This is an optimization exercise on Yosys and OpenROAD, whose aim is small area and few clock cycles, not a production implementation. Only simulation tests tie the RTL to the original design; equivalence was not proved. Power and IR drop assume default switching activity.

<file path="design/flow/design.v">
module tap_rom (
    input  wire [3:0] from_state,
    input  wire [3:0] to_state,
    output reg        tms_bit,      
    output wire [3:0] next_state    
);
    always @(*) begin
        case ({from_state, to_state})
            8'h00: tms_bit = 1'b1;
            8'h10, 8'h12, 8'h13, 8'h14, 8'h15, 8'h16, 8'h17, 8'h18, 8'h19, 8'h1A, 8'h1B, 8'h1C, 8'h1D, 8'h1E, 8'h1F: tms_bit = 1'b1;
            8'h20, 8'h21, 8'h29, 8'h2A, 8'h2B, 8'h2C, 8'h2D, 8'h2E, 8'h2F: tms_bit = 1'b1;
            8'h30, 8'h31, 8'h32, 8'h33, 8'h35, 8'h36, 8'h37, 8'h38, 8'h39, 8'h3A, 8'h3B, 8'h3C, 8'h3D, 8'h3E, 8'h3F: tms_bit = 1'b1;
            8'h40, 8'h41, 8'h42, 8'h43, 8'h45, 8'h46, 8'h47, 8'h48, 8'h49, 8'h4A, 8'h4B, 8'h4C, 8'h4D, 8'h4E, 8'h4F: tms_bit = 1'b1;
            8'h50, 8'h51, 8'h52, 8'h53, 8'h58, 8'h59, 8'h5A, 8'h5B, 8'h5C, 8'h5D, 8'h5E, 8'h5F: tms_bit = 1'b1;
            8'h60, 8'h61, 8'h62, 8'h63, 8'h64, 8'h65, 8'h67, 8'h68, 8'h69, 8'h6A, 8'h6B, 8'h6C, 8'h6D, 8'h6E, 8'h6F: tms_bit = 1'b1;
            8'h70, 8'h71, 8'h72, 8'h73, 8'h78, 8'h79, 8'h7A, 8'h7B, 8'h7C, 8'h7D, 8'h7E, 8'h7F: tms_bit = 1'b1;
            8'h80, 8'h82, 8'h83, 8'h84, 8'h85, 8'h86, 8'h87, 8'h88, 8'h89, 8'h8A, 8'h8B, 8'h8C, 8'h8D, 8'h8E, 8'h8F: tms_bit = 1'b1;
            8'h90, 8'h91, 8'h92, 8'h93, 8'h94, 8'h95, 8'h96, 8'h97, 8'h98, 8'h99: tms_bit = 1'b1;
            8'hA0, 8'hA1, 8'hA2, 8'hA3, 8'hA4, 8'hA5, 8'hA6, 8'hA7, 8'hA8, 8'hA9, 8'hAA, 8'hAC, 8'hAD, 8'hAE, 8'hAF: tms_bit = 1'b1;
            8'hB0, 8'hB1, 8'hB2, 8'hB3, 8'hB4, 8'hB5, 8'hB6, 8'hB7, 8'hB8, 8'hB9, 8'hBA, 8'hBC, 8'hBD, 8'hBE, 8'hBF: tms_bit = 1'b1;
            8'hC0, 8'hC1, 8'hC2, 8'hC3, 8'hC4, 8'hC5, 8'hC6, 8'hC7, 8'hC8, 8'hC9, 8'hCA, 8'hCF: tms_bit = 1'b1;
            8'hD0, 8'hD1, 8'hD2, 8'hD3, 8'hD4, 8'hD5, 8'hD6, 8'hD7, 8'hD8, 8'hD9, 8'hDA, 8'hDB, 8'hDC, 8'hDE, 8'hDF: tms_bit = 1'b1;
            8'hE0, 8'hE1, 8'hE2, 8'hE3, 8'hE4, 8'hE5, 8'hE6, 8'hE7, 8'hE8, 8'hE9, 8'hEA, 8'hEF: tms_bit = 1'b1;
            8'hF0, 8'hF2, 8'hF3, 8'hF4, 8'hF5, 8'hF6, 8'hF7, 8'hF8, 8'hF9, 8'hFA, 8'hFB, 8'hFC, 8'hFD, 8'hFE, 8'hFF: tms_bit = 1'b1;
            default: tms_bit = 1'b0;
        endcase
    end
    tap_next u_next (.state(from_state), .tms(tms_bit), .next_state(next_state));
endmodule
module tap_next (
    input  wire [3:0] state,
    input  wire       tms,
    output reg  [3:0] next_state
);
    always @(*) begin
        case ({state, tms})
            5'h00: next_state = 4'd1;
            5'h01: next_state = 4'd0;
            5'h02: next_state = 4'd1;
            5'h03: next_state = 4'd2;
            5'h04: next_state = 4'd3;
            5'h05: next_state = 4'd9;
            5'h06: next_state = 4'd4;
            5'h07: next_state = 4'd5;
            5'h08: next_state = 4'd4;
            5'h09: next_state = 4'd5;
            5'h0A: next_state = 4'd6;
            5'h0B: next_state = 4'd8;
            5'h0C: next_state = 4'd6;
            5'h0D: next_state = 4'd7;
            5'h0E: next_state = 4'd4;
            5'h0F: next_state = 4'd8;
            5'h10: next_state = 4'd1;
            5'h11: next_state = 4'd2;
            5'h12: next_state = 4'd10;
            5'h13: next_state = 4'd0;
            5'h14: next_state = 4'd11;
            5'h15: next_state = 4'd12;
            5'h16: next_state = 4'd11;
            5'h17: next_state = 4'd12;
            5'h18: next_state = 4'd13;
            5'h19: next_state = 4'd15;
            5'h1A: next_state = 4'd13;
            5'h1B: next_state = 4'd14;
            5'h1C: next_state = 4'd11;
            5'h1D: next_state = 4'd15;
            5'h1E: next_state = 4'd1;
            5'h1F: next_state = 4'd2;
            default: next_state = 4'd0;
        endcase
    end
endmodule
module akjtag_core (
    input  wire        clk,
    input  wire        rst,           
    input  wire        start,
    output wire        busy,
    output wire [2:0]  halt_cause,
    output reg  [7:0]  req_pos,
    output reg  [5:0]  resp_pos,
    output wire        req_rd,
    output wire [6:0]  req_addr,
    input  wire [31:0] req_rdata,
    output wire        resp_we,
    output wire [4:0]  resp_addr,
    output wire [31:0] resp_wdata,
    output reg         tck,
    output reg         tms,
    output reg         tdi,
    output wire        ntrst,
    input  wire        tdo
);
    localparam [31:0] FIRMWARE_VERSION = 32'h414B_0007;
    localparam [2:0] H_NONE     = 3'd0;
    localparam [2:0] H_END      = 3'd2;
    localparam [2:0] H_FAILURE  = 3'd3;
    localparam [2:0] H_REQ_OOB  = 3'd4;
    localparam [2:0] H_RESP_OOB = 3'd5;
    localparam [2:0] H_STATE_ID = 3'd6;
    localparam [2:0] H_LENGTH   = 3'd7;
    localparam [3:0] TLR = 4'd0;
    localparam [3:0] RTI = 4'd1;
    localparam [3:0] SDR = 4'd4;
    localparam [3:0] SIR = 4'd11;
    localparam [2:0] F_STOP  = 3'd0;    
    localparam [2:0] F_ISSUE = 3'd1;    
    localparam [2:0] F_OP    = 3'd2;    
    localparam [2:0] F_ARG   = 3'd3;    
    localparam [2:0] F_ARGG  = 3'd7;    
    localparam [2:0] F_LEN   = 3'd4;    
    localparam [2:0] F_END   = 3'd5;    
    localparam [2:0] F_PEND  = 3'd6;    
    localparam [2:0] B_IDLE  = 3'd0;
    localparam [2:0] B_MOVE  = 3'd1;    
    localparam [2:0] B_RST   = 3'd2;    
    localparam [2:0] B_RUNF  = 3'd3;    
    localparam [2:0] B_MVSH  = 3'd4;    
    localparam [2:0] B_SHIFT = 3'd5;    
    localparam [2:0] B_RUN   = 3'd6;    
    localparam [2:0] B_BRW   = 3'd7;    
    reg  [2:0]  fst;
    reg  [3:0]  flg;
    wire [2:0]  hc       = flg[2:0];
    reg  [3:0]  def_end;
    reg  [4:0]  ir_m1, dr_m1;  
    reg         ir_bad, dr_bad;
    reg  [2:0]  bst;
    reg  [3:0]  cur, endst;
    reg  [4:0]  len_m1;
    reg  [4:0]  cnt;
    reg  [31:0] sr;            
    assign busy       = (fst != F_STOP) || (bst != B_IDLE);
    assign halt_cause = busy ? 3'd1 : hc;
    assign ntrst      = 1'b1;
    wire [31:0] w        = req_rdata;
    wire [7:0]  op       = w[7:0];
    wire        w_sbad   = |w[31:4];
    wire        w_lok    = ~|w[31:6] & (w[5] ? ~|w[4:0] : |w[4:0]);
    wire [4:0]  w_m1     = w[4:0] - 5'd1;
    wire        op_scan  = op[7] & ~|op[3:1];
    wire        op_simp  = ~|op[7:3] & (op[2] | op[1]);
    wire        s_i      = flg[2];
    wire        s_w      = flg[1];
    wire        s_e      = flg[0];
    wire        g_bad    = s_i ? ir_bad : dr_bad;
    wire [3:0]  sh_st    = s_i ? SIR : SDR;
    wire        b_free   = ~bst[2];
    wire [3:0]  cur_tgt  = (bst == B_MOVE) ? cnt[3:0] : (bst == B_MVSH) ? sh_st : RTI;
    wire        mv_done  = (cur == cur_tgt);
    wire        sh_done  = (cnt == len_m1);
    wire        rs_done  = cnt[2];
    wire        hz       = ~|sr[31:5];
    wire        rw_oob   = ~s_w & resp_pos[5];
    wire        b_end    = (bst == B_IDLE) ||
                           (tck && ((((bst == B_MOVE) || (bst == B_RUNF)) && mv_done) ||
                                    ((bst == B_RST) && rs_done)));
    reg         want_rd;
    reg         stop_now;
    reg  [2:0]  stop_code;
    reg         ping_we;
    always @(*) begin
        want_rd   = 1'b0;
        stop_now  = 1'b0;
        stop_code = H_END;
        ping_we   = 1'b0;
        case (fst)
            F_ISSUE: want_rd = b_free;
            F_OP: begin
                if (op == 8'h00) begin
                    stop_now = 1'b1;
                end else if (op == 8'h01) begin
                    if (resp_pos[5]) begin
                        stop_now  = 1'b1;
                        stop_code = H_RESP_OOB;
                    end else begin
                        ping_we = 1'b1;
                        want_rd = 1'b1;
                    end
                end else if (op_simp || op_scan) begin
                    want_rd = 1'b1;
                end else begin
                    stop_now  = 1'b1;
                    stop_code = H_FAILURE;
                end
            end
            F_ARGG: begin
                want_rd = s_e;
                if (g_bad) begin
                    stop_now  = 1'b1;
                    stop_code = H_LENGTH;
                end
            end
            F_ARG: begin
                if (flg[3]) begin
                    want_rd = 1'b1;    
                end else begin
                    case (flg[2:0])
                        3'd3, 3'd4: if (w_sbad) begin
                            stop_now  = 1'b1;
                            stop_code = H_STATE_ID;
                        end else begin
                            want_rd = ~flg[2];
                        end
                        3'd5:       want_rd = ~|w;
                        3'd6, 3'd7: want_rd = 1'b1;
                        default:    ;
                    endcase
                end
            end
            F_LEN: begin
                want_rd = s_e;
                if (!w_lok) begin
                    stop_now  = 1'b1;
                    stop_code = H_LENGTH;
                end
            end
            F_END: begin
                if (w_sbad) begin
                    stop_now  = 1'b1;
                    stop_code = H_STATE_ID;
                end
            end
            default: ;
        endcase
        if (want_rd && req_pos[7]) begin
            want_rd   = 1'b0;
            stop_now  = 1'b1;
            stop_code = H_REQ_OOB;
        end
    end
    wire        sh_we    = (bst == B_SHIFT) && tck && sh_done && !rw_oob && !s_w;
    assign req_rd     = want_rd;
    assign req_addr   = req_pos[6:0];
    assign resp_we    = ping_we | sh_we;
    assign resp_addr  = resp_pos[4:0];
    assign resp_wdata = (fst == F_OP) ? FIRMWARE_VERSION : sr;
    wire        prod_now = ((fst == F_ARGG) && !s_e && !g_bad) ||
                           ((fst == F_LEN) && !s_e && w_lok) ||
                           ((fst == F_END) && !w_sbad) ||
                           ((fst == F_ARG) && (flg == 4'd2));
    wire        take     = ((fst == F_PEND) || prod_now) && b_end;
    wire        k_scan   = flg[3];
    wire        k_move   = ~flg[3] & flg[2] & ~flg[0];    
    wire        k_rst    = ~flg[3] & ~flg[2];             
    reg  [3:0]  walk_to;
    wire        nb_tms;
    wire [3:0]  nx_state;
    always @(*) begin
        if (take)
            walk_to = k_scan ? sh_st : k_move ? endst : RTI;
        else if (bst == B_SHIFT)
            walk_to = endst;
        else
            walk_to = cur_tgt;
    end
    tap_rom u_rom (
        .from_state (cur),
        .to_state   (walk_to),
        .tms_bit    (nb_tms),
        .next_state ()
    );
    tap_next u_next (.state(cur), .tms(tms), .next_state(nx_state));
    wire        brw      = (bst == B_BRW);
    wire [4:0]  m        = len_m1 | {5{brw}};
    wire        bw_eff   = len_m1[0] | (cnt == 5'd4);     
    wire        ins      = brw ? (sr[0] ^ bw_eff) : tdo;
    reg  [31:0] sr_shift;
    integer j;
    always @(*) begin
        for (j = 0; j < 32; j = j + 1) begin
            if (j[4:0] == m)
                sr_shift[j] = ins;
            else if (j[4:0] < m)
                sr_shift[j] = (j < 31) ? sr[(j + 1) % 32] : 1'b0;
            else
                sr_shift[j] = 1'b0;
        end
    end
    always @(posedge clk) begin
        if (rst) begin
            flg      <= {1'b0, H_NONE};
            req_pos  <= 8'd0;
            resp_pos <= 6'd0;
            fst      <= F_STOP;
            bst      <= B_IDLE;
            cur      <= TLR;
            def_end  <= RTI;
            ir_bad   <= 1'b1;
            dr_bad   <= 1'b1;
            tck      <= 1'b0;
            tms      <= 1'b1;
            tdi      <= 1'b0;
        end else begin
            if (!busy && start && !hc[2]) begin
                req_pos  <= 8'd0;
                resp_pos <= 6'd0;
                fst      <= F_ISSUE;
            end
            if (want_rd)
                req_pos <= req_pos + 8'd1;
            if (ping_we)
                resp_pos <= resp_pos + 6'd1;
            case (fst)
                F_ISSUE: if (want_rd) fst <= F_OP;
                F_OP: begin
                    flg <= {op_scan, op[5], op[4], op[0]};
                    if (!op_scan)
                        flg[2:0] <= op[2:0];
                    fst <= (op_scan && op[6]) ? F_ARGG : (op_scan || op_simp) ? F_ARG : F_OP;
                end
                F_ARGG: begin
                    sr     <= w;
                    len_m1 <= s_i ? ir_m1 : dr_m1;
                    endst  <= def_end;
                    fst    <= s_e ? F_END : F_PEND;
                end
                F_ARG: begin
                    if (flg[3]) begin
                        sr  <= w;
                        fst <= F_LEN;
                    end else begin
                        case (flg[2:0])
                            3'd2: fst <= F_PEND;
                            3'd3: begin def_end <= w[3:0]; fst <= F_OP; end
                            3'd4: begin endst <= w[3:0]; fst <= F_PEND; end
                            3'd5: begin
                                sr  <= w;
                                fst <= (|w) ? F_PEND : F_OP;
                            end
                            3'd6: begin ir_m1 <= w_m1; ir_bad <= ~w_lok; fst <= F_OP; end
                            default: begin dr_m1 <= w_m1; dr_bad <= ~w_lok; fst <= F_OP; end
                        endcase
                    end
                end
                F_LEN: begin
                    len_m1 <= w_m1;
                    endst  <= def_end;
                    fst    <= s_e ? F_END : F_PEND;
                end
                F_END: begin
                    endst <= w[3:0];
                    fst   <= F_PEND;
                end
                default: ;
            endcase
            if (take)
                fst <= F_ISSUE;
            if (stop_now) begin
                fst      <= F_STOP;
                flg[2:0] <= stop_code;
            end
            if (brw) begin
                sr  <= sr_shift;
                len_m1[0] <= bw_eff & ~sr[0];
                cnt <= cnt + 5'd1;
                if (cnt == 5'd30) begin
                    tms <= nb_tms;
                    bst <= B_RUN;
                end
            end else if (bst != B_IDLE && !tck) begin
                tck <= 1'b1;
                if (bst != B_RST)
                    cur <= nx_state;
                if (bst == B_SHIFT)
                    sr <= sr_shift;
            end else begin
                tck <= 1'b0;
                if (b_end) begin
                    if (take) begin
                        if (k_scan) begin
                            bst <= B_MVSH;
                            tms <= nb_tms;
                        end else if (k_rst) begin
                            cnt <= 5'd0;
                            bst <= B_RST;
                            tms <= 1'b1;
                        end else if (k_move) begin
                            cnt <= {1'b0, endst};
                            bst <= B_MOVE;
                            tms <= nb_tms;
                        end else begin
                            cnt <= ~sr[4:0];
                            if (sr[4:0] == 5'd0) begin
                                len_m1[0] <= 1'b0;
                                bst <= B_BRW;
                            end else begin
                                tms <= nb_tms;
                                bst <= (sr[4:0] == 5'd1 && hz) ? B_RUNF : B_RUN;
                            end
                        end
                    end else begin
                        bst <= B_IDLE;
                    end
                end else begin
                    case (bst)
                        B_MVSH: begin
                            tms <= nb_tms;
                            if (mv_done) begin
                                bst <= B_SHIFT;
                                cnt <= 5'd0;
                                tms <= 1'b0;
                                tdi <= sr[0];
                            end
                        end
                        B_SHIFT: begin
                            if (sh_done) begin
                                if (rw_oob) begin
                                    flg[2:0] <= H_RESP_OOB;
                                    fst      <= F_STOP;
                                    bst <= B_IDLE;
                                end else begin
                                    if (!s_w)
                                        resp_pos <= resp_pos + 6'd1;
                                    cnt <= {1'b0, endst};
                                    tms <= nb_tms;
                                    bst <= B_MOVE;
                                end
                            end else begin
                                cnt <= cnt + 5'd1;
                                tdi <= sr[0];
                            end
                        end
                        B_RUN: begin
                            tms <= nb_tms;
                            if (mv_done) begin
                                if (cnt == 5'd30) begin
                                    tms <= tms;
                                    cnt <= 5'd31;
                                    len_m1[0] <= 1'b0;
                                    bst <= B_BRW;
                                end else begin
                                    cnt <= cnt + 5'd1;
                                    if (cnt == 5'd29 && hz)
                                        bst <= B_RUNF;
                                end
                            end
                        end
                        B_RST: cnt <= cnt + 5'd1;
                        default: tms <= nb_tms;    
                    endcase
                end
            end
        end
    end
endmodule
</file>
<file path="design/flow/flow/run.sh">
#!/bin/bash
# Layout: the standard flow (standard.sh) with these changes.
#  - Synthesis runs the same script (synth_recipe.tcl), but ABC maps the
#    combinational logic with an area-oriented script (flow/abc_area.script).
#    Flip-flops are mapped before ABC runs, so the registers are the standard
#    synthesis's (same names, count and cells).
#  - buffer_ports gives every input and output port a sky130_fd_sc_hd__buf_1.
#  - clock tree synthesis inserts no dummy loads.
# Each tool's full output is in orfs/logs/; make's output is in standard.log.
set -uo pipefail
HERE=$(pwd)
export MY_ABC_SCRIPT=$HERE/flow/abc_area.script
export FLOW_SYNTH_TCL=$HERE/synth_recipe.tcl
bash standard.sh finish SYNTH_SCRIPT=$HERE/flow/synth_area.tcl \
  "BUFFER_PORTS_ARGS=-buffer_cell sky130_fd_sc_hd__buf_1" \
  "CTS_ARGS=-sink_clustering_enable -repair_clock_nets -dont_use_dummy_load -buf_list {sky130_fd_sc_hd__clkbuf_4 sky130_fd_sc_hd__clkbuf_8} -sink_clustering_size 25" \
  > standard.log 2>&1
</file>
<file path="design/flow/flow/abc_area.script">
strash
dch -f
map -a
strash
&get -n
&deepsyn -T 30
&dch -f -r
&nf -a -R 1000 -p
&put
topo
</file>
<file path="design/flow/flow/synth_area.tcl">
# The standard flow's synthesis script (synth_recipe.tcl) with ABC's script for the
# combinational logic replaced by flow/abc_area.script.
proc abc {args} {
  set i [lsearch -exact $args -script]
  if {$i >= 0} {
    lset args [expr {$i + 1}] $::env(MY_ABC_SCRIPT)
  }
  yosys abc {*}$args
}
source $::env(FLOW_SYNTH_TCL)
</file>
<file path="design/flow/standard.sh">
#!/bin/bash
# synth_recipe.tcl (not shown) runs the flow's synth.tcl, then flattens the netlist and writes it again
# the make line also repeats each setting of config.mk as NAME=value (left out here)
make -C /OpenROAD-flow-scripts/flow DESIGN_CONFIG=/design/flow/config.mk WORK_HOME=/design/flow/orfs CLKGATE_MAP_FILE= SYNTH_SCRIPT=/design/flow/synth_recipe.tcl "${@:-finish}"
</file>
<file path="design/flow/config.mk">
export PLATFORM = sky130hd
export DESIGN_NAME = akjtag_core
export DESIGN_NICKNAME = akjtag_core
export VERILOG_FILES = /design/flow/design.v
export SDC_FILE = /design/flow/constraint.sdc
export NUM_CORES = 4
export LEC_CHECK = 0
export ABC_AREA = 1
export CAP_MARGIN = 0
export CORE_MARGIN = 2
export CORE_UTILIZATION = 55
export CTS_BUF_LIST = sky130_fd_sc_hd__clkbuf_4 sky130_fd_sc_hd__clkbuf_8
export SLEW_MARGIN = 0
</file>
<file path="design/flow/constraint.sdc">
create_clock -name core_clock -period 10.0 [get_ports {clk}]
set_input_delay 2.0000 -clock core_clock [delete_from_list [all_inputs] [get_ports {clk}]]
set_output_delay 2.0000 -clock core_clock [all_outputs]
set_load 0.01 [all_outputs]
</file>
==> impl_metrics.tcl, run 1 <==
set metrics [dict create \
    outcome "no timing/DRC/antenna violations" \
    cpMaxStageDelayCell "o31ai_1" \
    start_util_pct 56.1 \
    async_flop_share_pct 0 \
    num_vias 6107 \
    p_per_area_nw_per_um2 163 \
    end_kind "output port" \
    synth_edf_count 56 \
    worst_pin_slew_ns 1.22 \
    holdWs_ns 0.474 \
    core_um2 10800 \
    synth.yosys.seq_area_share_pct 40.0 \
    cts.sinks 93 \
    num-nets-final 862 \
    arrival_ns 4.41 \
    grt_pass1_vias 5533 \
    rsz0062_at_grt "no" \
    synth_fa_ha_area_share_pct 3.31 \
    required_ns 8.00 \
    max-vdd-ir-drop_uv 160 \
    ios 104 \
    slew_headroom_pct 18.9 \
    path_buf_inv 3 \
    synth_xor_xnor_area_share_pct 1.88 \
    grt_max_degree 43 \
    via_per_inst 6.44 \
    yosysUniqueCellTypes 55 \
    clock_latency_ns 0.38 \
    max-cap-violations 0 \
    yosysTopAreaCell "edfxtp_1" \
    switchingPower_w 0.000424 \
    synth.mux.area_fraction_pct 1.03 \
    layout-drive-gt1-share_pct 1.98 \
    yosys.area.top_type_share_pct 27.8 \
    synth_area_um2 6050 \
    min_delay_path_depth 2 \
    hold_viol 0 \
    dp_hpwl_mm 13.1 \
    diodes 0 \
    overflow 0 \
    drcViolationCount 0 \
    path_delay_family "compound AO/OA/AOI/OAI gates" \
    tritoncts "built" \
    syn_nets 756 \
    post_drt_wl_per_cell_um 19.1 \
    leakagePower_nw 2.28 \
    synth.most_common_cell "nand2_1" \
    drtIter0Drc 614 \
    ys.flop_type "edfxtp_1" \
    placed_cells 939 \
    antenna_found_initial 0 \
    p_clk_share_pct 18.8 \
    die-area_um2 11900 \
    ant_nets 0 \
    critical_path.cell_chain "buf_1 -> clkinv_1 -> ha_1 -> nand2b_1 -> nor3_1 -> o31ai_1 -> a21boi_0 -> a221o_1 -> nor2b_1 -> buf_1" \
    cp-start-kind "input pin" \
    cts_resized 0 \
    clkTransAtPathRegs_ns 0.08 \
    synth_top_family_by_area "simple AND/OR/NAND/NOR gates" \
    root_buffer "clkbuf_8" \
    combPwrFrac_pct 34.9 \
    gp_congestion 0.937 \
    synthTopCellsByArea "edfxtp_1 (28%), dfxtp_1 (12%), nand2_1 (5.1%)" \
    fp.dieH_um 109 \
    slew_violations 0 \
    max_clock_freq_mhz 156 \
    cp.depth 10 \
    die_x_um 109 \
    power.internal_w 0.000664 \
    swShare_pct 39.0 \
    area_delta_synth_final_pct 10.4 \
    synth_compound_area_share_pct 24.3 \
    post-route-period-util_pct 64.1 \
    setup_slack_ns 3.59 \
    routed_wl_mm 18.1 \
    seq_power_share_pct 46.3 \
    synthCells 704 \
    h-tree-depth 3 \
    crit_top_cell "buf_1" \
    drt_first_pass_iters 5 \
    io_buffers 102 \
    reg2regPathDepth 17 \
    report.final.setup_viol 0 \
    grt_pass1_wl_mm 28.3 \
    place_ws_ns 3.65 \
    cts_buffers 9 \
    crit_type "input pin to output port" \
    hp-class "flip-flop to flip-flop" \
    max_stage_delay_ns 0.41 \
    yosys-top-cells-count "nand2_1 (83), nor2_1 (66), edfxtp_1 (56)" \
    cts_setup_buffers 0 \
    final_cells 948 \
    setup_tns_ns 0 \
    rows 38 \
    syn_avg_cell_area_um2 8.59 \
    cts_hold_buf 0 \
    skew_ns 0.0268 \
    cts.path.max_buffers 2 \
    path_max_fanout 8 \
    fill_cells 1001 \
    ys_seq_elements 93 \
    grt_use_total_pct 30.8 \
    ys.warnings.count 3 \
    synth_simple_gate_area_share_pct 26.4 \
    finalCriticalPeriod_ns 6.41 \
]
sequential cells by signal (all words and copies together) (netlist names), 4 cells and up:
signal,count
sr,32
req_pos,8
resp_pos,6
cnt,5
dr_m1,5
ir_m1,5
len_m1,5
cur,4
def_end,4
endst,4
flg,4
cell type report:
type,count,area (um^2),share of cell area (%)
Clock buffer,9,124,1.85
Timing Repair Buffer,108,428,6.40
Sequential cell,93,2420,36.2
Multi-Input combinational cell,576,3450,51.6
Inverter,22,82.6,1.24
Tap cell,140,175,2.62
through the flow:
stage	power (W)	area, um^2	util, %
2_1_floorplan	0.000755	6050	-
3_3_place_gp	0.000879	6560	60.8
3_5_place_dp	0.000885	6560	60.8
4_1_cts	0.00109	6680	61.9
5_1_grt	0.00115	6680	61.9
6_report	0.00109	6680	61.9
cells in the final DEF, fill, tap and decap left out, types with 16 or more instances in the layout:
cell type,instances
a22oi_1,22
nor2_1,65
and2_0,27
clkinv_1,22
ha_1,16
buf_1,102
a21oi_1,45
nand2_1,83
nand2b_1,19
dfxtp_1,37
o21ai_0,46
nor3_1,35
nand3_1,22
nor4_1,16
edfxtp_1,56
power groups by stage:
| stage | Sequential, W | Clock [W] | Combinational [W] |
|---|---|---|---|
| floorplan | 0.000494 | 0 | 0.000261 |
| detailed placement | 0.000510 | 0 | 0.000375 |
| CTS | 0.000501 | 0.000208 | 0.000377 |
| global placement | 0.000509 | 0 | 0.000369 |
| finish | 0.000504 | 0.000205 | 0.000380 |
| global route | 0.000509 | 0.000218 | 0.000426 |
worst register-to-register path: stages (launching register included):
cell and delay, ns:
dfxtp_1 0.62, nor2_1 0.17, a22o_1 0.28, xor2_1 0.15, nor4_1 0.32, nor3b_1 0.11, nor2b_1 0.28, o211ai_1 0.18
nand2_1 0.18, nand2b_1 0.27, a221oi_1 0.84, o21ai_0 0.27, nand2_1 0.15, o2111ai_1 0.13, a31oi_1 0.24, o2111ai_1 0.14
o22ai_1 0.13, nand2_1 0.07
layer usage:
| layer | track usage, % | up-vias | part of all wire (%) |
|---|---|---|---|
| met1 | 43.9 | 2854 | 45 |
| met2 | 46.3 | 317 | 45 |
| met5 | 0 | - | 0 |
| li1 | - | 2894 | - |
| met3 | 4.96 | 42 | 8.2 |
| met4 | 12.7 | 0 | 2.2 |
final timing paths:
check / startpoint / to / slack (ns)
worst max register to register: bst[1]$_SDFFE_PP0P_ / tms$_SDFFE_PP1P_ / 5.35
worst min register to register: def_end[0]$_SDFFE_PP1P_ / def_end[0]$_SDFFE_PP1P_ / 0.47
worst max-delay path: req_rdata[0] / req_rd / 3.59
worst min-delay path: def_end[0]$_SDFFE_PP1P_ / def_end[0]$_SDFFE_PP1P_ / 0.47
cell families after synthesis:
kind of cell / count (synthesis)
adder cells (fa/ha/maj): 16
AO/OA/AOI/OAI: 218
buffers and inverters: 35
other: 1
flip-flops: 93
AND/OR/NAND/NOR: 322
multiplexers: 6
XOR/XNOR: 13
Testbench counts, summed over its fixed seeds: cycles 114,576.
==> run 2: changes to the inputs <==
--- a/design/flow/flow/run.sh
+++ b/design/flow/flow/run.sh
@@ -13,5 +13,5 @@
 export FLOW_SYNTH_TCL=$HERE/synth_recipe.tcl
 bash standard.sh finish SYNTH_SCRIPT=$HERE/flow/synth_area.tcl \
   "BUFFER_PORTS_ARGS=-buffer_cell sky130_fd_sc_hd__buf_1" \
-  "CTS_ARGS=-sink_clustering_enable -repair_clock_nets -dont_use_dummy_load -buf_list {sky130_fd_sc_hd__clkbuf_4 sky130_fd_sc_hd__clkbuf_8} -sink_clustering_size 25" \
+  "CTS_ARGS=-sink_clustering_enable -repair_clock_nets -dont_use_dummy_load -buf_list {sky130_fd_sc_hd__clkbuf_4 sky130_fd_sc_hd__clkbuf_8} -root_buf sky130_fd_sc_hd__clkbuf_8 -sink_clustering_buffer sky130_fd_sc_hd__clkbuf_4 -sink_clustering_size 12" \
   > standard.log 2>&1
==> design/flow/flow/abc_area.script (replaced) <==
strash
&get -n
&deepsyn -T 30
&dch -f
&nf -a -R 1000 -p
&put
topo
==> run 2 against run 1 <==
Effect of this change:
- flip-flop and latch count unchanged
- via count increased by 3.2%
- utilization about the same
- sequential share of layout area decreased by 0.17 points
- synthesized area increased by 0.72%
- design area increased by 0.47%
- die area increased by 0.70%
- routed wire length increased by 4.7%
- critical path type unchanged
==> impl_metrics.tcl, run 2 <==
set metrics [dict create \
    outcome "no timing/DRC/antenna violations" \
    p_per_area_nw_per_um2 174 \
    min_from "def_end[1]$_SDFFE_PP0P_" \
    antenna_found_initial 0 \
    largest_reg_flops 32 \
    synth.most_common_cell "nor2_1" \
    start_util_pct 56.2 \
    yosysTopAreaCell "edfxtp_1" \
    dp_hpwl_mm 14.0 \
    top_register "sr" \
    synth_edf_count 56 \
    die_x_um 109 \
    fp.dieH_um 109 \
    multiInputGateArea_um2 3500 \
    critPathLaunch "req_rdata[20]" \
    slew_headroom_pct 13.3 \
    yosysUniqueCellTypes 55 \
    root_buffer "clkbuf_8" \
    hp-class "flip-flop to flip-flop" \
    via_per_inst 6.54 \
    syn_avg_cell_area_um2 8.45 \
    ios 104 \
    slew_violations 0 \
    cp-start-kind "input pin" \
    drt_first_pass_iters 5 \
    async_flop_share_pct 0 \
    routed_wl_mm 19.0 \
    max_clock_freq_mhz 151 \
    cts_resized 0 \
    worst_pin_slew_ns 1.28 \
    required_ns 8.00 \
    die-area_um2 11900 \
    gp_congestion 0.966 \
    rows 38 \
    max-cap-violations 0 \
    tritoncts "built" \
    grt_max_degree 38 \
    synthTopCellsByArea "edfxtp_1 (28%), dfxtp_1 (12%), a21oi_1 (5.7%)" \
    drcViolationCount 0 \
    h-tree-depth 3 \
    largestRegisters "sr (32), req_pos (8), resp_pos (6)" \
    placed_cells 954 \
    grt_pass1_wl_mm 29.7 \
    io_buffers 102 \
    arrival_ns 4.64 \
    ff_latch_area_um2 2420 \
    synth_area_um2 6090 \
    drtIter0Drc 743 \
    finalCriticalPeriod_ns 6.64 \
    ys.warnings.count 3 \
    yosys.area.top_type_share_pct 27.6 \
    report.final.setup_viol 0 \
    cts_setup_buffers 0 \
    ys.flop_type "edfxtp_1" \
    layout-drive-gt1-share_pct 1.94 \
    p_total_w 0.00117 \
    synthCells 721 \
    crit_type "input pin to output port" \
    final_core_util_pct 61.9 \
    grt_pass1_vias 5839 \
    skew_ns 0.0293 \
    num-nets-final 877 \
    hold_viol 0 \
    grt_use_total_pct 32.1 \
    path_max_fanout 10 \
    clock_latency_ns 0.37 \
    synth.yosys.seq_area_share_pct 39.7 \
    max-vdd-ir-drop_uv 134 \
    cts.sinks 93 \
    diodes 0 \
    rr_startpoint "bst[2]$_SDFFE_PP0P_" \
    core_um2 10800 \
    end_kind "output port" \
    leakagePower_nw 2.31 \
    overflow 0 \
    cts.path.max_buffers 2 \
    ant_nets 0 \
    final_cells 963 \
    num_vias 6300 \
    yosys-top-cells-count "nor2_1 (81), a21oi_1 (70), o21ai_0 (70)" \
    layout_common_cells "buf_1 (102), nor2_1 (79), a21oi_1 (70), o21ai_0 (70), nand2_1 (62)" \
    final_common_cell "buf_1" \
    setup_tns_ns 0 \
    fill_cells 971 \
    clkTransAtPathRegs_ns 0.08 \
    cts_hold_buf 0 \
    rsz0062_at_grt "no" \
    post_drt_wl_per_cell_um 19.7 \
    area_delta_synth_final_pct 10.2 \
    syn_nets 773 \
    post-route-period-util_pct 66.4 \
    ys_seq_elements 93 \
    cts_buffers 9 \
]
## run 2: metal layers
layer  global-route usage (%)  up-vias  part of all wire, %
li1                         -     2964                    -
met5                        0        -                    0
met4                     14.0        0                  3.4
met3                     5.50       50                  7.9
met2                     52.4      330                   46
met1                     42.0     2956                   43
## run 2: layout make-up
class	instances	share of cell area [%]
clock buffer	9	1.84
inverter	22	1.23
multi-input combinational	593	52.1
sequential	93	36.1
tap	140	2.61
timing repair buffer	106	6.15
## run 2: cells by family (layout without fill, tap and decap cells)
| group | count (synthesis) | after routing | synth area share [%] |
|---|---|---|---|
| adder cells (fa/ha/maj) | 16 | 16 | 3.28 |
| XOR/XNOR | 12 | 12 | 1.72 |
| buffers and inverters | 35 | 137 | 2.96 |
| AND/OR/NAND/NOR | 310 | 310 | 25.3 |
| multiplexers | 6 | 6 | 1.19 |
| flip-flops | 93 | 93 | 39.7 |
| AO/OA/AOI/OAI | 248 | 248 | 25.8 |
| other | 1 | 1 | 0.0615 |
## run 2: power by group
part	leakage, nW	switching (W)	internal, W
registers	0.831	0.0000653	0.000451
clock network	0.0647	0.000122	0.0000810
logic	1.41	0.000287	0.000164
total	2.31	0.000474	0.000696
## run 2: critical path: stages
cell and delay [ns]:
buf_1 0.09, nor4_1 0.38, nand3_1 0.21, nor4_1 0.70
nand3_1 0.20, a21oi_1 0.18, or3_1 0.12, nor2b_1 0.54
buf_1 0.21
## run 2: final timing paths
kind | to | slack, ns | cells after the start
setup / recovery | req_rd | 3.36 | 9
hold reg to reg | def_end[1]$_SDFFE_PP0P_ | 0.48 | 1
setup reg to reg | tms$_SDFFE_PP1P_ | 4.80 | 22
hold / removal | def_end[1]$_SDFFE_PP0P_ | 0.48 | 1
## run 2: per-stage QoR
step                      hold WS [ns]  setup WS (ns)  area (um^2)
after global routing             0.513           3.15         6710
after CTS                        0.488           3.38         6710
final                            0.485           3.36         6710
after global placement           0.463           3.47         6590
after detailed placement         0.464           3.40         6590
after floorplan                  0.443           4.43         6090
==> run 3: changes to the inputs <==
--- a/design/flow/design.v
+++ b/design/flow/design.v
@@ -277,169 +277,168 @@
         end
     end
     always @(posedge clk) begin
-        if (rst) begin
-            flg      <= {1'b0, H_NONE};
+        if (!busy && start && !hc[2]) begin
             req_pos  <= 8'd0;
             resp_pos <= 6'd0;
+            fst      <= F_ISSUE;
+        end
+        if (want_rd)
+            req_pos <= req_pos + 8'd1;
+        if (ping_we)
+            resp_pos <= resp_pos + 6'd1;
+        case (fst)
+            F_ISSUE: if (want_rd) fst <= F_OP;
+            F_OP: begin
+                flg <= {op_scan, op[5], op[4], op[0]};
+                if (!op_scan)
+                    flg[2:0] <= op[2:0];
+                fst <= (op_scan && op[6]) ? F_ARGG : (op_scan || op_simp) ? F_ARG : F_OP;
+            end
+            F_ARGG: begin
+                sr     <= w;
+                len_m1 <= s_i ? ir_m1 : dr_m1;
+                endst  <= def_end;
+                fst    <= s_e ? F_END : F_PEND;
+            end
+            F_ARG: begin
+                if (flg[3]) begin
+                    sr  <= w;
+                    fst <= F_LEN;
+                end else begin
+                    case (flg[2:0])
+                        3'd2: fst <= F_PEND;
+                        3'd3: begin def_end <= w[3:0]; fst <= F_OP; end
+                        3'd4: begin endst <= w[3:0]; fst <= F_PEND; end
+                        3'd5: begin
+                            sr  <= w;
+                            fst <= (|w) ? F_PEND : F_OP;
+                        end
+                        3'd6: begin ir_m1 <= w_m1; ir_bad <= ~w_lok; fst <= F_OP; end
+                        default: begin dr_m1 <= w_m1; dr_bad <= ~w_lok; fst <= F_OP; end
+                    endcase
+                end
+            end
+            F_LEN: begin
+                len_m1 <= w_m1;
+                endst  <= def_end;
+                fst    <= s_e ? F_END : F_PEND;
+            end
+            F_END: begin
+                endst <= w[3:0];
+                fst   <= F_PEND;
+            end
+            default: ;
+        endcase
+        if (take)
+            fst <= F_ISSUE;
+        if (stop_now) begin
             fst      <= F_STOP;
-            bst      <= B_IDLE;
-            cur      <= TLR;
-            def_end  <= RTI;
-            ir_bad   <= 1'b1;
-            dr_bad   <= 1'b1;
-            tck      <= 1'b0;
-            tms      <= 1'b1;
-            tdi      <= 1'b0;
+            flg[2:0] <= stop_code;
+        end
+        if (brw) begin
+            sr  <= sr_shift;
+            len_m1[0] <= bw_eff & ~sr[0];
+            cnt <= cnt + 5'd1;
+            if (cnt == 5'd30) begin
+                tms <= nb_tms;
+                bst <= B_RUN;
+            end
+        end else if (bst != B_IDLE && !tck) begin
+            tck <= 1'b1;
+            if (bst != B_RST)
+                cur <= nx_state;
+            if (bst == B_SHIFT)
+                sr <= sr_shift;
         end else begin
-            if (!busy && start && !hc[2]) begin
-                req_pos  <= 8'd0;
-                resp_pos <= 6'd0;
-                fst      <= F_ISSUE;
-            end
-            if (want_rd)
-                req_pos <= req_pos + 8'd1;
-            if (ping_we)
-                resp_pos <= resp_pos + 6'd1;
-            case (fst)
-                F_ISSUE: if (want_rd) fst <= F_OP;
-                F_OP: begin
-                    flg <= {op_scan, op[5], op[4], op[0]};
-                    if (!op_scan)
-                        flg[2:0] <= op[2:0];
-                    fst <= (op_scan && op[6]) ? F_ARGG : (op_scan || op_simp) ? F_ARG : F_OP;
-                end
-                F_ARGG: begin
-                    sr     <= w;
-                    len_m1 <= s_i ? ir_m1 : dr_m1;
-                    endst  <= def_end;
-                    fst    <= s_e ? F_END : F_PEND;
-                end
-                F_ARG: begin
-                    if (flg[3]) begin
-                        sr  <= w;
-                        fst <= F_LEN;
+            tck <= 1'b0;
+            if (b_end) begin
+                if (take) begin
+                    if (k_scan) begin
+                        bst <= B_MVSH;
+                        tms <= nb_tms;
+                    end else if (k_rst) begin
+                        cnt <= 5'd0;
+                        bst <= B_RST;
+                        tms <= 1'b1;
+                    end else if (k_move) begin
+                        cnt <= {1'b0, endst};
+                        bst <= B_MOVE;
+                        tms <= nb_tms;
                     end else begin
-                        case (flg[2:0])
-                            3'd2: fst <= F_PEND;
-                            3'd3: begin def_end <= w[3:0]; fst <= F_OP; end
-                            3'd4: begin endst <= w[3:0]; fst <= F_PEND; end
-                            3'd5: begin
-                                sr  <= w;
-                                fst <= (|w) ? F_PEND : F_OP;
-                            end
-                            3'd6: begin ir_m1 <= w_m1; ir_bad <= ~w_lok; fst <= F_OP; end
-                            default: begin dr_m1 <= w_m1; dr_bad <= ~w_lok; fst <= F_OP; end
-                        endcase
+                        cnt <= ~sr[4:0];
+                        if (sr[4:0] == 5'd0) begin
+                            len_m1[0] <= 1'b0;
+                            bst <= B_BRW;
+                        end else begin
+                            tms <= nb_tms;
+                            bst <= (sr[4:0] == 5'd1 && hz) ? B_RUNF : B_RUN;
+                        end
                     end
+                end else begin
+                    bst <= B_IDLE;
                 end
-                F_LEN: begin
-                    len_m1 <= w_m1;
-                    endst  <= def_end;
-                    fst    <= s_e ? F_END : F_PEND;
-                end
-                F_END: begin
-                    endst <= w[3:0];
-                    fst   <= F_PEND;
-                end
-                default: ;
-            endcase
-            if (take)
-                fst <= F_ISSUE;
-            if (stop_now) begin
-                fst      <= F_STOP;
-                flg[2:0] <= stop_code;
-            end
-            if (brw) begin
-                sr  <= sr_shift;
-                len_m1[0] <= bw_eff & ~sr[0];
-                cnt <= cnt + 5'd1;
-                if (cnt == 5'd30) begin
-                    tms <= nb_tms;
-                    bst <= B_RUN;
-                end
-            end else if (bst != B_IDLE && !tck) begin
-                tck <= 1'b1;
-                if (bst != B_RST)
-                    cur <= nx_state;
-                if (bst == B_SHIFT)
-                    sr <= sr_shift;
             end else begin
-                tck <= 1'b0;
-                if (b_end) begin
-                    if (take) begin
-                        if (k_scan) begin
-                            bst <= B_MVSH;
-                            tms <= nb_tms;
-                        end else if (k_rst) begin
+                case (bst)
+                    B_MVSH: begin
+                        tms <= nb_tms;
+                        if (mv_done) begin
+                            bst <= B_SHIFT;
                             cnt <= 5'd0;
-                            bst <= B_RST;
-                            tms <= 1'b1;
-                        end else if (k_move) begin
-                            cnt <= {1'b0, endst};
-                            bst <= B_MOVE;
-                            tms <= nb_tms;
-                        end else begin
-                            cnt <= ~sr[4:0];
-                            if (sr[4:0] == 5'd0) begin
-                                len_m1[0] <= 1'b0;
-                                bst <= B_BRW;
+                            tms <= 1'b0;
+                            tdi <= sr[0];
+                        end
+                    end
+                    B_SHIFT: begin
+                        if (sh_done) begin
+                            if (rw_oob) begin
+                                flg[2:0] <= H_RESP_OOB;
+                                fst      <= F_STOP;
+                                bst <= B_IDLE;
                             end else begin
+                                if (!s_w)
+                                    resp_pos <= resp_pos + 6'd1;
+                                cnt <= {1'b0, endst};
                                 tms <= nb_tms;
-                                bst <= (sr[4:0] == 5'd1 && hz) ? B_RUNF : B_RUN;
+                                bst <= B_MOVE;
                             end
+                        end else begin
+                            cnt <= cnt + 5'd1;
+                            tdi <= sr[0];
                         end
-                    end else begin
-                        bst <= B_IDLE;
                     end
-                end else begin
-                    case (bst)
-                        B_MVSH: begin
-                            tms <= nb_tms;
-                            if (mv_done) begin
-                                bst <= B_SHIFT;
-                                cnt <= 5'd0;
-                                tms <= 1'b0;
-                                tdi <= sr[0];
-                            end
-                        end
-                        B_SHIFT: begin
-                            if (sh_done) begin
-                                if (rw_oob) begin
-                                    flg[2:0] <= H_RESP_OOB;
-                                    fst      <= F_STOP;
-                                    bst <= B_IDLE;
-                                end else begin
-                                    if (!s_w)
-                                        resp_pos <= resp_pos + 6'd1;
-                                    cnt <= {1'b0, endst};
-                                    tms <= nb_tms;
-                                    bst <= B_MOVE;
-                                end
+                    B_RUN: begin
+                        tms <= nb_tms;
+                        if (mv_done) begin
+                            if (cnt == 5'd30) begin
+                                tms <= tms;
+                                cnt <= 5'd31;
+                                len_m1[0] <= 1'b0;
+                                bst <= B_BRW;
                             end else begin
                                 cnt <= cnt + 5'd1;
-                                tdi <= sr[0];
+                                if (cnt == 5'd29 && hz)
+                                    bst <= B_RUNF;
                             end
                         end
-                        B_RUN: begin
-                            tms <= nb_tms;
-                            if (mv_done) begin
-                                if (cnt == 5'd30) begin
-                                    tms <= tms;
-                                    cnt <= 5'd31;
-                                    len_m1[0] <= 1'b0;
-                                    bst <= B_BRW;
-                                end else begin
-                                    cnt <= cnt + 5'd1;
-                                    if (cnt == 5'd29 && hz)
-                                        bst <= B_RUNF;
-                                end
-                            end
-                        end
-                        B_RST: cnt <= cnt + 5'd1;
-                        default: tms <= nb_tms;    
-                    endcase
-                end
+                    end
+                    B_RST: cnt <= cnt + 5'd1;
+                    default: tms <= nb_tms;    
+                endcase
             end
         end
+        if (rst) begin
+            flg      <= {1'b0, H_NONE};
+            req_pos  <= 8'd0;
+            resp_pos <= 6'd0;
+            fst      <= F_STOP;
+            bst      <= B_IDLE;
+            cur      <= TLR;
+            def_end  <= RTI;
+            ir_bad   <= 1'b1;
+            dr_bad   <= 1'b1;
+            tck      <= 1'b0;
+            tms      <= 1'b1;
+            tdi      <= 1'b0;
+        end
     end
 endmodule
--- a/design/flow/flow/run.sh
+++ b/design/flow/flow/run.sh
@@ -13,5 +13,5 @@
 export FLOW_SYNTH_TCL=$HERE/synth_recipe.tcl
 bash standard.sh finish SYNTH_SCRIPT=$HERE/flow/synth_area.tcl \
   "BUFFER_PORTS_ARGS=-buffer_cell sky130_fd_sc_hd__buf_1" \
-  "CTS_ARGS=-sink_clustering_enable -repair_clock_nets -dont_use_dummy_load -buf_list {sky130_fd_sc_hd__clkbuf_4 sky130_fd_sc_hd__clkbuf_8} -root_buf sky130_fd_sc_hd__clkbuf_8 -sink_clustering_buffer sky130_fd_sc_hd__clkbuf_4 -sink_clustering_size 12" \
+  "CTS_ARGS=-sink_clustering_enable -repair_clock_nets -dont_use_dummy_load -buf_list {sky130_fd_sc_hd__clkbuf_4 sky130_fd_sc_hd__clkbuf_8} -sink_clustering_size 25" \
   > standard.log 2>&1
==> design/flow/flow/abc_area.script (replaced) <==
strash
dch -f
map -a
strash
&get -n
&deepsyn -T 30
&dch -f -r
&nf -a -R 1000 -p
&put
topo
==> run 3 against run 2 <==
Effect of this change:
- die area fell by 4.6%
- sequential power increased by 18%
- synthesized area is 4.8% lower
- clock skew is 0.0059 ns higher
- synthesized cell count up 2.8%
- non-clock buffer count grew 2
- setup slack improved by 0.13 ns
- worst hold slack lost 0.011 ns
- clock power is essentially flat
- highest routed layer unchanged
==> impl_metrics.tcl, run 3 <==
set metrics [dict create \
    outcome "no timing/DRC/antenna violations" \
    report.final.setup_viol 0 \
    grt_pass1_wl_mm 29.8 \
    path_max_fanout 9 \
    io_buffers 102 \
    slew_headroom_pct 26.4 \
    yosys.area.top_type_share_pct 24.1 \
    post-route-period-util_pct 65.0 \
    post_drt_wl_per_cell_um 18.9 \
    cts_resized 0 \
    hold_viol 0 \
    start_util_pct 56.5 \
    cts_hold_buf 0 \
    layout_common_cells "buf_1 (102), nor2_1 (82), nand2_1 (78)" \
    drt_first_pass_iters 5 \
    required_ns 8.00 \
    top_register "sr" \
    p_clk_share_pct 14.2 \
    via_per_inst 6.52 \
    slew_violations 0 \
    clock_latency_ns 0.38 \
    h-tree-depth 3 \
    ant_nets 0 \
    layout-drive-gt1-share_pct 1.78 \
    die_x_um 107 \
    worst_pin_slew_ns 1.10 \
    swShare_pct 44.7 \
    place_area_um2 6300 \
    yosysTopAreaCell "dfxtp_1" \
    diodes 0 \
    num_vias 6400 \
    place_ws_ns 3.54 \
    seq_power_share_pct 42.3 \
    ios 104 \
    p_total_w 0.00144 \
    end_kind "output port" \
    switchingPower_w 0.000643 \
    cts.sinks 93 \
    core_um2 10300 \
    synth_area_um2 5800 \
    synth.most_common_cell "nor2_1" \
    final_area_um2 6430 \
    overflow 0 \
    synthTopCellsByArea "dfxtp_1 (24%), edfxtp_1 (12%), a21oi_1 (5.5%)" \
    final_common_cell "buf_1" \
    setup_tns_ns 0 \
    drcViolationCount 0 \
    max-vdd-ir-drop_uv 122 \
    p_per_area_nw_per_um2 224 \
    synth_edf_count 23 \
    rows 37 \
    ys.flop_type "dfxtp_1" \
    max-cap-violations 0 \
    yosysUniqueCellTypes 57 \
    leakagePower_nw 2.20 \
    finalCriticalPeriod_ns 6.50 \
    combPwrFrac_pct 43.5 \
    hp-class "flip-flop to flip-flop" \
    ys_seq_elements 93 \
    dp_hpwl_mm 13.6 \
    routed_wl_mm 18.5 \
    die-area_um2 11400 \
    root_buffer "clkbuf_8" \
    rsz0062_at_grt "no" \
    ys.warnings.count 3 \
    antenna_found_initial 0 \
    cts_buffers 9 \
    largestRegisters "sr (32), req_pos (8), resp_pos (6)" \
    yosys-top-cells-count "nor2_1 (82), nand2_1 (78), dfxtp_1 (70)" \
    holdWs_ns 0.474 \
    cts_setup_buffers 0 \
    power.internal_w 0.000795 \
    synth.yosys.seq_area_share_pct 36.1 \
    skew_ns 0.0352 \
    syn_avg_cell_area_um2 7.83 \
    area_delta_synth_final_pct 10.8 \
    gp_congestion 0.970 \
    async_flop_share_pct 0 \
    grt_use_total_pct 32.6 \
    grt_pass1_vias 5824 \
    drtIter0Drc 691 \
    grt_max_degree 35 \
    fp.dieH_um 107 \
    max_clock_freq_mhz 154 \
    num-nets-final 899 \
    cts.path.max_buffers 2 \
    tritoncts "built" \
    clkTransAtPathRegs_ns 0.08 \
    synthCells 741 \
    setup_slack_ns 3.50 \
    crit_type "input pin to output port" \
    largest_reg_flops 32 \
    cp-start-kind "input pin" \
    syn_nets 793 \
    arrival_ns 4.50 \
]
[run 3: final cells by class]
type	count	area [um^2]
clock buffer	9	124
fill	973	3850
inverter	30	113
multi-input combinational	605	3500
sequential	93	2090
tap	136	170
timing repair buffer	108	428
[run 3: worst max-delay path, cell delays in order]
cell and delay [ns]:
buf_1 0.29, clkinv_1 0.27, ha_1 0.32, nor4b_1 0.42, nand3_1 0.17, nand2_1 0.12, nand2_1 0.10, a31oi_1 0.60
buf_1 0.22
[run 3: final timing paths]
| kind | start | end | slack, ns | cells after the start |
|---|---|---|---|---|
| hold / removal | def_end[0]$_SDFFE_PP1P_ | def_end[0]$_SDFFE_PP1P_ | 0.47 | 2 |
| setup / recovery | req_rdata[0] | req_rd | 3.50 | 9 |
| hold reg to reg | def_end[0]$_SDFFE_PP1P_ | def_end[0]$_SDFFE_PP1P_ | 0.47 | 2 |
| setup reg to reg | bst[1]$_SDFFE_PP0P_ | tms$_SDFFE_PP1P_ | 4.21 | 19 |
[run 3: through the flow]
step                      cells  util, %
after floorplan             741        -
after global placement      972     61.3
after detailed placement    972     61.3
after CTS                   981     62.5
after global routing        981     62.5
final                       981     62.5
[run 3: routing by layer]
metal  track usage, %  vias to the layer above  share of wire [%]
met3             5.84                       37                 10
met2             49.6                      381                 45
li1                 -                     3002                  -
met1             46.9                     2980                 43
met5                0                        -                  0
met4             10.4                        0                2.0
[run 3: cells by family after synthesis]
kind of cell / count (synthesis) / synth area share [%]
AOI/OAI and AO/OA: 240 / 26.2
DFF: 93 / 36.0
xor gates and xnor gates: 8 / 1.21
buffers and inverters: 43 / 3.62
other: 1 / 0.0646
adders and majority gates: 16 / 3.45
muxes: 7 / 1.27
and+or+nand+nor: 333 / 28.2
[run 3: power by group through the flow]
stage	Clock [W]	Combinational (W)	Sequential [W]
6_report	0.000204	0.000626	0.000608
5_1_grt	0.000221	0.000698	0.000620
4_1_cts	0.000207	0.000616	0.000601
3_5_place_dp	0	0.000612	0.000610
3_3_place_gp	0	0.000599	0.000609
2_1_floorplan	0	0.000440	0.000570
Testbench counts of run 3, summed over its fixed seeds: cycles 114,576.
==> run 4: changes to the inputs <==
==> design/flow/flow/abc_area.script (replaced) <==
strash
&get -n
&deepsyn -T 30
&dch -f
&nf -a -R 1000 -p
&put
topo
==> run 4 against run 3 <==
Effect of this change:
- still clean on timing, DRC and antenna
- clock skew is 0.011 ns lower
- global-route usage is 1.1 points lower
- final cell count is 2.1% lower
- power is 16% lower
- maximum frequency is 0.12% lower
- non-clock buffer count stayed put
- register-to-register slack better by 1.3 ns
- combinational power is 28% lower
- clock-buffer cell count stayed put
- synthesized area is 1.0% lower
- sequential share of layout area is 0.31 points higher
- flip-flop and latch count stayed put
- critical path type unchanged
- critical endpoint unchanged
- largest cell class unchanged
- largest power group is now registers
- highest routed layer unchanged
==> impl_metrics.tcl, run 4 <==
set metrics [dict create \
    outcome "no timing/DRC/antenna violations" \
    syn_nets 772 \
    synth_edf_count 23 \
    die-area_um2 11300 \
    final_common_cell "buf_1" \
    setup_slack_ns 3.49 \
    layout_common_cells "buf_1 (102), nor2_1 (79), nand2_1 (78)" \
    max-vdd-ir-drop_uv 94.6 \
    top_register "sr" \
    r2r_setup_slack_ns 5.50 \
    cts.sinks 93 \
    tritoncts "built" \
    synth.yosys.seq_area_share_pct 36.4 \
    fp.dieH_um 106 \
    slew_headroom_pct 32.4 \
    yosys.area.top_type_share_pct 24.4 \
    synth_simple_gate_area_share_pct 28.0 \
    synth.most_common_cell "nor2_1" \
    syn_avg_cell_area_um2 7.98 \
    arrival_ns 4.51 \
    max_clock_freq_mhz 154 \
    layout-drive-gt1-share_pct 1.94 \
    drcViolationCount 0 \
    ios 104 \
    yosysTopAreaCell "dfxtp_1" \
    grt_max_degree 38 \
    antenna_found_initial 0 \
    area_delta_synth_final_pct 10.9 \
    grt_use_total_pct 31.4 \
    hold_viol 0 \
    drtIter0Drc 671 \
    ant_nets 0 \
    overflow 0 \
    synth_fa_ha_area_share_pct 3.49 \
    cpMaxStageDelayCell "nor2b_1" \
    place_area_um2 6240 \
    synth_top_family_by_area "simple AND/OR/NAND/NOR gates" \
    synth_xor_xnor_area_share_pct 1.83 \
    final_area_um2 6370 \
    rows 37 \
    drt_first_pass_iters 7 \
    synth.mux.area_fraction_pct 2.18 \
    dp_hpwl_mm 12.9 \
    ys_seq_elements 93 \
    min_delay_path_depth 2 \
    gp_congestion 0.967 \
    largest_reg_flops 32 \
    routed_wl_mm 17.5 \
    cts_buffers 9 \
    end_kind "output port" \
    synthCells 720 \
    p_per_area_nw_per_um2 189 \
    synthTopCellsByArea "dfxtp_1 (24%), edfxtp_1 (12%), o21ai_0 (5.4%)" \
    post_drt_wl_per_cell_um 18.2 \
    worst_pin_slew_ns 1.00 \
    synth_area_um2 5740 \
    setup_tns_ns 0 \
    slew_violations 0 \
    synth_compound_area_share_pct 25.1 \
    clock_latency_ns 0.37 \
    required_ns 8.00 \
    ys.flop_type "dfxtp_1" \
    grt_pass1_wl_mm 28.5 \
    crit_top_cell "buf_1" \
    post-route-period-util_pct 65.1 \
    leakagePower_nw 2.21 \
    ys.warnings.count 3 \
    cp-start-kind "input pin" \
    h-tree-depth 3 \
    p_total_w 0.00120 \
    core_um2 10200 \
    path_max_fanout 9 \
    cts_resized 0 \
    grt_pass1_vias 5730 \
    num-nets-final 878 \
    clkTransAtPathRegs_ns 0.08 \
    max-cap-violations 0 \
    cts_setup_buffers 0 \
    crit_type "input pin to output port" \
    yosysUniqueCellTypes 55 \
    start_util_pct 56.1 \
    via_per_inst 6.46 \
    place_ws_ns 3.60 \
    reg2regPathDepth 21 \
    hp-class "flip-flop to flip-flop" \
    async_flop_share_pct 0 \
    skew_ns 0.0242 \
    max_stage_delay_ns 0.58 \
    root_buffer "clkbuf_8" \
    cts.path.max_buffers 2 \
    io_buffers 102 \
    yosys-top-cells-count "nor2_1 (79), nand2_1 (78), dfxtp_1 (70)" \
    finalCriticalPeriod_ns 6.51 \
    rsz0062_at_grt "no" \
    report.final.setup_viol 0 \
    cts_hold_buf 0 \
    critical_path.cell_chain "buf_1 -> nor4_1 -> nand3_1 -> nor2_1 -> nand2_1 -> o21ai_0 -> a21oi_1 -> o31ai_1 -> nor2b_1 -> buf_1" \
    diodes 0 \
    largestRegisters "sr (32), req_pos (8), resp_pos (6)" \
    num_vias 6197 \
    die_x_um 106 \
]
==> run 4: cell families (layout without fill, tap and decap cells) <==
family                   Yosys count  count (layout)
other                              1               1
adder cells (fa/ha/maj)           16              16
AND/OR/NAND/NOR                  329             329
multiplexers                      11              11
AO/OA/AOI/OAI                    225             225
buffers and inverters             33             137
flip-flops                        93              93
XOR/XNOR                          12              12
==> run 4: per-layer routing <==
layer	vias to the layer above	global-route usage, %	wire length (um)
li1	2907	-	-
met1	2903	44.4	7490
met2	349	48.7	7900
met3	38	4.84	1700
met4	0	11.6	412
met5	-	0	0
==> run 4: worst max-delay path, delay by kind of cell <==
family          cells  cell delay (ns)
simple gates        5             1.50
compound gates      3             0.69
buf+inv             2             0.31
==> run 4: final timing paths <==
path,start,endpoint
worst max-delay path,req_rdata[20],req_rd
worst min-delay path,def_end[0]$_SDFFE_PP1P_,def_end[0]$_SDFFE_PP1P_
worst max register to register,bst[1]$_SDFFE_PP0P_,tms$_SDFFE_PP1P_
worst min register to register,def_end[0]$_SDFFE_PP1P_,def_end[0]$_SDFFE_PP1P_
==> run 4: area by class of cell <==
class,count,area [um^2]
Clock buffer,9,124
Timing Repair Buffer,108,428
Sequential cell,93,2090
Inverter,20,75.1
Fill cell,982,3860
Multi-Input combinational cell,594,3480
Tap cell,136,170
==> run 4: per-stage QoR <==
step                      hold WS (ns)  std cells  util [%]
final                            0.460        960      62.2
after global routing             0.481        960      62.2
after CTS                        0.464        960      62.2
after detailed placement         0.451        951      61.0
after global placement           0.450        951      61.0
after floorplan                  0.430        720         -
==> run 4: report_power, final <==
part	switching (W)	leakage (nW)	internal, W
Clock	0.000124	0.0647	0.0000811
Combinational	0.000272	1.37	0.000176
Sequential	0.0000989	0.776	0.000452
Total	0.000495	2.21	0.000709
==> run 5: changes to the inputs <==
--- a/design/flow/config.mk
+++ b/design/flow/config.mk
@@ -10,4 +10,5 @@
 export CORE_MARGIN = 2
 export CORE_UTILIZATION = 55
 export CTS_BUF_LIST = sky130_fd_sc_hd__clkbuf_4 sky130_fd_sc_hd__clkbuf_8
+export GPL_TIMING_DRIVEN = 0
 export SLEW_MARGIN = 0
==> run 5 against run 4 <==
Effect of this change:
- still clean
- first-iteration DRC count shrank 30%
- global-route usage shrank 0.30 points
- synthesized area is essentially flat
- non-clock buffer count grew 10
- via count grew 0.44%
- clock skew shrank 0.0058 ns
- largest cell class unchanged
==> impl_metrics.tcl, run 5 <==
set metrics [dict create \
    worst_pin_slew_ns 1.03 \
    power.internal_w 0.000722 \
    outcome "no timing/DRC/antenna violations" \
    overflow 0 \
    fp.dieH_um 106 \
    drt_first_pass_iters 6 \
    critical_path.cell_chain "buf_1 -> clkinv_1 -> ha_1 -> or4b_1 -> o21ai_0 -> a221oi_1 -> o21ai_0 -> nor2b_1 -> buf_1" \
    synth_area_um2 5750 \
    synth_edf_count 23 \
    seq_power_share_pct 46.5 \
    core_um2 10200 \
    root_buffer "clkbuf_8" \
    hold_viol 0 \
    slew_headroom_pct 31.3 \
    cpMaxStageDelayCell "nor2b_1" \
    max-vdd-ir-drop_uv 93.1 \
    finalCriticalPeriod_ns 6.86 \
    synthCells 721 \
    io_buffers 102 \
    grt_max_degree 35 \
    max_stage_delay_ns 0.59 \
    reg2regPathDepth 18 \
    final_cells 971 \
    use_met1_pct 41.5 \
    setup_tns_ns 0 \
    cts_hold_buf 0 \
    ys.warnings.count 3 \
    cts_setup_buffers 0 \
    syn_avg_cell_area_um2 7.97 \
    cp-endpoint "req_rd" \
    cp-start-kind "input pin" \
    crit_type "input pin to output port" \
    num-nets-final 889 \
    ios 104 \
    top_register "sr" \
    worst_r2r_endpoint "tms$_SDFFE_PP1P_" \
    synth_xor_xnor_area_share_pct 2.29 \
    via_per_inst 6.41 \
    p_clk_share_pct 16.8 \
    cts.sinks 93 \
    combPwrFrac_pct 36.7 \
    max_clock_freq_mhz 146 \
    arrival_ns 4.86 \
    post-route-period-util_pct 68.6 \
    post_drt_wl_per_cell_um 18.0 \
    ys_seq_elements 93 \
    die-area_um2 11300 \
    antenna_found_initial 0 \
    syn_nets 773 \
    die_x_um 106 \
    layout-drive-gt1-share_pct 3.35 \
    critPathLaunch "req_rdata[0]" \
    drtIter0Drc 467 \
    p_total_w 0.00122 \
    largestRegisters "sr (32), req_pos (8), resp_pos (6)" \
    skew_ns 0.0184 \
    start_util_pct 56.2 \
    grt_use_total_pct 31.1 \
    max-cap-violations 0 \
    slew_violations 0 \
    p_per_area_nw_per_um2 188 \
    cts_buffers 9 \
    cts_resized 0 \
    synth.yosys.seq_area_share_pct 36.4 \
    switchingPower_w 0.000498 \
    required_ns 8.00 \
    yosysTopAreaCell "dfxtp_1" \
    synth.most_common_cell "nand2_1" \
    async_flop_share_pct 0 \
    synthTopCellsByArea "dfxtp_1 (24%), edfxtp_1 (12%), nand2_1 (5.6%)" \
    synth_simple_gate_area_share_pct 29.1 \
    top_usage_layer "met2" \
    gp_congestion 0.961 \
    rsz0062_at_grt "no" \
    drcViolationCount 0 \
    synth.mux.area_fraction_pct 1.65 \
    layout_common_cells "buf_1 (102), nand2_1 (85), nor2_1 (73)" \
    grt_pass1_vias 5727 \
    clock_latency_ns 0.37 \
    use_met3_pct 4.60 \
    diodes 0 \
    yosysUniqueCellTypes 54 \
    largest_reg_flops 32 \
    rr_startpoint "flg[2]$_SDFF_PP0_" \
    h-tree-depth 3 \
    r2r_setup_slack_ns 5.28 \
    ant_nets 0 \
    tritoncts "built" \
    report.final.setup_viol 0 \
    clkTransAtPathRegs_ns 0.09 \
    swShare_pct 40.8 \
    grt_use_met2_pct 50.7 \
    final_common_cell "buf_1" \
    hp-class "flip-flop to flip-flop" \
    routed_wl_mm 17.5 \
    dp_hpwl_mm 13.0 \
    end_kind "output port" \
    placed_cells 962 \
    rows 37 \
    grt_pass1_wl_mm 28.2 \
    synth_fa_ha_area_share_pct 3.48 \
    path_max_fanout 9 \
    yosys.area.top_type_share_pct 24.4 \
    leakagePower_nw 2.29 \
    cts.path.max_buffers 2 \
    yosys-top-cells-count "nand2_1 (85), nor2_1 (75), dfxtp_1 (70)" \
    num_vias 6224 \
    area_delta_synth_final_pct 12.9 \
    ys.flop_type "dfxtp_1" \
    synth_top_family_by_area "simple AND/OR/NAND/NOR gates" \
    synth_compound_area_share_pct 24.1 \
]
run 5: per-stage QoR:
stage	utilization [%]	hold WS, ns	area (um^2)	worst slack [ns]
finish	63.4	0.456	6490	3.14
floorplan	-	0.431	5750	4.18
global placement	61.6	0.439	6300	3.26
CTS	63.4	0.458	6490	3.20
detailed placement	62.2	0.439	6360	3.23
global route	63.4	0.497	6490	2.91
run 5: critical path, delay by kind of cell:
family	cells	cell delay (ns)
buffers and inverters	3	0.78
adders and majority gates	1	0.32
and+or+nand+nor	2	1.17
AOI/OAI and AO/OA	3	0.57
run 5: final cells by class:
type | instances | area, um^2
Buffer | 13 | 97.6
Fill cell | 979 | 3740
Sequential cell | 93 | 2090
Multi-Input combinational cell | 596 | 3490
Timing Repair Buffer | 105 | 440
Tap cell | 136 | 170
Clock buffer | 9 | 124
Inverter | 19 | 71.3
run 5: worst min-delay path by stage:
stage               cells after the start                      end                    start  slack [ns]
floorplan                               2      dr_bad$_SDFFE_PP1P_      dr_bad$_SDFFE_PP1P_        0.43
global placement                        2         tdi$_SDFFE_PP0P_         tdi$_SDFFE_PP0P_        0.44
detailed placement                      2         tdi$_SDFFE_PP0P_         tdi$_SDFFE_PP0P_        0.44
CTS                                     2         tdi$_SDFFE_PP0P_         tdi$_SDFFE_PP0P_        0.46
global route                            2  def_end[0]$_SDFFE_PP1P_  def_end[0]$_SDFFE_PP1P_        0.50
finish                                  2         tdi$_SDFFE_PP0P_         tdi$_SDFFE_PP0P_        0.46
run 5: cell families after synthesis:
kind of cell | after synthesis
compound gates | 215
flops | 93
xor+xnor | 15
mux | 8
buf+inv | 32
other cells | 1
simple gates | 341
fa+ha+maj | 16
run 5: layer usage:
layer / vias up / routed length (um) / part of all wire, %
met2: 358 / 8090 / 46
li1: 2934 / - / -
met5: - / 0 / 0
met3: 47 / 1500 / 8.5
met4: 0 / 473 / 2.7
met1: 2885 / 7470 / 43
run 5: power groups by stage:
stage / clock network (W) / logic [W] / registers (W)
finish: 0.000205 / 0.000447 / 0.000568
global route: 0.000217 / 0.000499 / 0.000577
CTS: 0.000204 / 0.000445 / 0.000563
detailed placement: 0 / 0.000440 / 0.000571
global placement: 0 / 0.000427 / 0.000568
floorplan: 0 / 0.000311 / 0.000532

## separate check: timing with driven ports
In the flow no input, the clock included, has a driving cell. The finished layouts below were timed again as built, in two steps.
Step 1 (the two cells are an assumption about what drives the block):
set clk [get_ports {clk}]
set_driving_cell -lib_cell sky130_fd_sc_hd__clkbuf_16 $clk
set_driving_cell -lib_cell sky130_fd_sc_hd__buf_2 [delete_from_list [all_inputs] $clk]
Step 2, shift: input delay + t, output delay - t, t = (earliest + latest rising clock arrival at the registers) / 2. This alone moves slack from input paths to output paths.
Slacks: no drivers / after step 1 / after step 2; pairs: no drivers / after step 1.
run | t (ns) | setup WS [ns] | worst setup path after step 2
run 1 | 0.402 | 3.593 / 3.573 / 3.444 | input to register
run 2 | 0.395 | 3.360 / 3.339 / 3.339 | input to output
run 3 | 0.399 | 3.495 / 3.473 / 3.346 | input to register
run 4 | 0.389 | 3.488 / 3.468 / 3.468 | input to output
run 5 | 0.400 | 3.144 / 3.121 / 3.121 | input to output
After both steps every run listed still meets setup and hold.
